Context: an optimization exercise on an open-source flow, tuned for small area and few clock cycles. The choices shown serve that exercise and are no tape-out recipe.
Function was checked by simulation only, so behaviour that the tests miss may differ from the original.
Power figures rest on the tool's default switching activity, not on a simulated workload.

Design lasc_ctrl, start of the top module:
module lasc_ctrl (
    input  wire        clk,
    input  wire        rst,           
    input  wire        op_valid,
    input  wire [31:0] op_word,
    output wire        op_ready,
    output wire        rsp_valid,
    output wire [1:0]  rsp_code,      
    output reg         act_valid,
    output reg  [3:0]  act_kind,
    output reg  [15:0] act_data,
    input  wire [7:0]  st_rdata,
    input  wire        st_wfail,
    output reg         booted,
    output reg  [2:0]  mode,
    output reg         scan_active,
    output reg         scan_done,
    output reg  [1:0]  scan_result,
    output reg         flash_armed,
    output wire [7:0]  intensity,
    output reg         ind,
    output reg         cfg_err,
    output wire [13:0] patch,
    output wire [13:0] work,
    output reg  [3:0]  channel,
    output reg  [2:0]  range,
    output reg         zero_based
);
clock: 10.0 ns
lec_check: 0
cap_margin: 0
core_margin: 2
core_utilization: 70
place_density: 0.85
slew_margin: 0
standard.sh (not shown) runs the stock make flow with config.mk's settings and CLKGATE_MAP_FILE= SYNTH_SCRIPT=/design/flow/synth_recipe.tcl, a recipe that flattens the netlist after the stock synthesis.
==> flow/flow/run.sh <==
#!/bin/bash
# The standard layout (standard.sh), with these changes to how the layout is made:
#  - ABC maps all logic, adders included, for area (flow/abc_map.script) instead of
#    the speed script and the adder cell map; registers are mapped before ABC runs,
#    so they are the standard synthesis's own;
#  - the port buffers are the smallest buffer cell;
#  - clock tree: clkbuf_8 buffers, small sink clusters, no dummy loads.
set -euo pipefail
cd "$(dirname "$0")/.."
rm -rf scripts_area
cp -r "$FLOW_HOME/scripts" scripts_area
cp flow/abc_map.script scripts_area/abc_speed.script
export SCRIPTS_DIR="$PWD/scripts_area"
export ADDER_MAP_FILE=
export BUFFER_PORTS_ARGS="-buffer_cell sky130_fd_sc_hd__buf_1"
export CTS_ARGS="-sink_clustering_enable -repair_clock_nets -dont_use_dummy_load -sink_clustering_size 16 -sink_clustering_max_diameter 60 -buf_list sky130_fd_sc_hd__clkbuf_8"
bash standard.sh > standard_flow.log 2>&1
==> flow/flow/abc_map.script <==
&get -n
&st
&deepsyn -T 20
&dc2
&dch -f
&nf -R 1000 -p -F 8 -A 8 -C 32
&st
&dc2
&dch -f
&nf -R 1000 -p -F 8 -A 8 -C 32
&put
The starting point passed the timing, design-rule and antenna checks.
Testbench counts at the start, summed over its fixed seeds: cycles 277,456.
Edit:
==> flow/flow/run.sh (replaced) <==
#!/bin/bash
# The standard layout (standard.sh), with these changes to how the layout is made:
#  - ABC maps all logic, adders included, for area (flow/abc_map.script) instead of
#    the speed script and the adder cell map; registers are mapped before ABC runs,
#    so they are the standard synthesis's own;
#  - the port buffers are the smallest buffer cell.
set -euo pipefail
cd "$(dirname "$0")/.."
rm -rf scripts_area
cp -r "$FLOW_HOME/scripts" scripts_area
cp flow/abc_map.script scripts_area/abc_speed.script
export SCRIPTS_DIR="$PWD/scripts_area"
export ADDER_MAP_FILE=
export BUFFER_PORTS_ARGS="-buffer_cell sky130_fd_sc_hd__buf_1"
bash standard.sh > standard_flow.log 2>&1
==> flow/flow/abc_map.script (replaced) <==
&get -n
&st
&dc2
&dch -f
&nf -R 1000 -p -F 8 -A 8 -C 32
&st
&dc2
&dch -f
&nf -R 1000 -p -F 8 -A 8 -C 32
&put
- CAP_MARGIN: 0 -> 20
- CORE_UTILIZATION: 70 -> 40
- CTS_BUF_LIST: unset -> sky130_fd_sc_hd__clkbuf_8
- CTS_CLUSTER_DIAMETER: unset -> 60
- CTS_CLUSTER_SIZE: unset -> 24
- PLACE_DENSITY: 0.85 -> 0.6
- SLEW_MARGIN: 0 -> 20
- hold slack is about the same
- first-iteration DRC count goes down by 26%
- non-clock buffer count goes up by 7
- routed wire length goes up by about 10%
- global-route usage goes down by 13 points
- utilization goes down by 31 points
- final area goes up by about 6.4%
- final cell count goes up by about 15%
- sequential power goes down by about 0.5%
- total power goes up by about 17%
- area after synthesis goes up by about 2%
Edit:
- CTS_BUF_LIST: sky130_fd_sc_hd__clkbuf_8 -> unset
- CTS_CLUSTER_DIAMETER: 60 -> unset
- CTS_CLUSTER_SIZE: 24 -> unset
Outcome: The new run completed without violations; hold slack stays flat; via count went up by 0.57%; die area is unchanged; worst setup slack is better by 0.025 ns; cell count barely changes; maximum frequency is about the same; design area rises by 2.4%.
Edit:
--- a/flow/flow/abc_map.script
+++ b/flow/flow/abc_map.script
@@ -1,4 +1,5 @@
 &get -n
 &st
+&deepsyn -T 20
 &dc2
 &dch -f
- CTS_BUF_LIST: unset -> sky130_fd_sc_hd__clkbuf_8
- CTS_CLUSTER_DIAMETER: unset -> 60
- CTS_CLUSTER_SIZE: unset -> 16
Utilization is lower by 0.95 points.
Via count is lower by 2.0%.
Setup slack is better by 0.38 ns.
Sequential power is higher by about 0.5%.
Final area is lower by 4.7%.
Area after synthesis is lower by 2.0%.
Edit:
--- a/flow/flow/run.sh
+++ b/flow/flow/run.sh
@@ -4,5 +4,6 @@
 #    the speed script and the adder cell map; registers are mapped before ABC runs,
 #    so they are the standard synthesis's own;
-#  - the port buffers are the smallest buffer cell.
+#  - the port buffers are the smallest buffer cell;
+#  - clock tree: clkbuf_8 buffers, small sink clusters, no dummy loads.
 set -euo pipefail
 cd "$(dirname "$0")/.."
@@ -13,3 +14,4 @@
 export ADDER_MAP_FILE=
 export BUFFER_PORTS_ARGS="-buffer_cell sky130_fd_sc_hd__buf_1"
+export CTS_ARGS="-sink_clustering_enable -repair_clock_nets -dont_use_dummy_load -sink_clustering_size 16 -sink_clustering_max_diameter 60 -buf_list sky130_fd_sc_hd__clkbuf_8"
 bash standard.sh > standard_flow.log 2>&1
- CORE_UTILIZATION: 40 -> 70
- CTS_BUF_LIST: sky130_fd_sc_hd__clkbuf_8 -> unset
- CTS_CLUSTER_DIAMETER: 60 -> unset
- CTS_CLUSTER_SIZE: 16 -> unset
- PLACE_DENSITY: 0.6 -> 0.85
After rerunning: Total power drops by 11%; global-route usage climbs by 13 points; die area drops by 42%; worst setup slack improved by 0.10 ns; worst hold slack improved by 0.0036 ns; design area drops by 3.6%; synthesized cell count does not change.

static timing again, ports no longer ideal:
How much do the figures lean on ideal ports? The routed layouts below were timed once more, with nothing changed but the port constraints.
Step 1 (the two cells are an assumption about what drives the block):
set clk [get_ports {clk}]
set_driving_cell -lib_cell sky130_fd_sc_hd__clkbuf_16 $clk
set_driving_cell -lib_cell sky130_fd_sc_hd__buf_2 [delete_from_list [all_inputs] $clk]
Step 2 adds t to the input delays and takes it off the output delays; t is the mean of the earliest and latest rising clock arrival at the registers after step 1. Input paths then give back, and output paths get back, about the clock's delay inside the block.
Slacks: no drivers / after step 1 / after step 2; pairs: no drivers / after step 1.
run | t, ns | setup slack, ns | pins driven straight from the clock port
the first run | 0.532 | 1.560 / 1.539 / 1.539 | 1
the second run | 0.584 | 0.911 / 0.889 / 0.889 | 1
the third run | 0.565 | 0.936 / 0.914 / 0.914 | 1
the fourth run | 0.585 | 1.316 / 1.295 / 1.295 | 1
the fifth run | 0.535 | 1.418 / 1.397 / 1.397 | 1
After both steps every run listed still meets setup and hold.
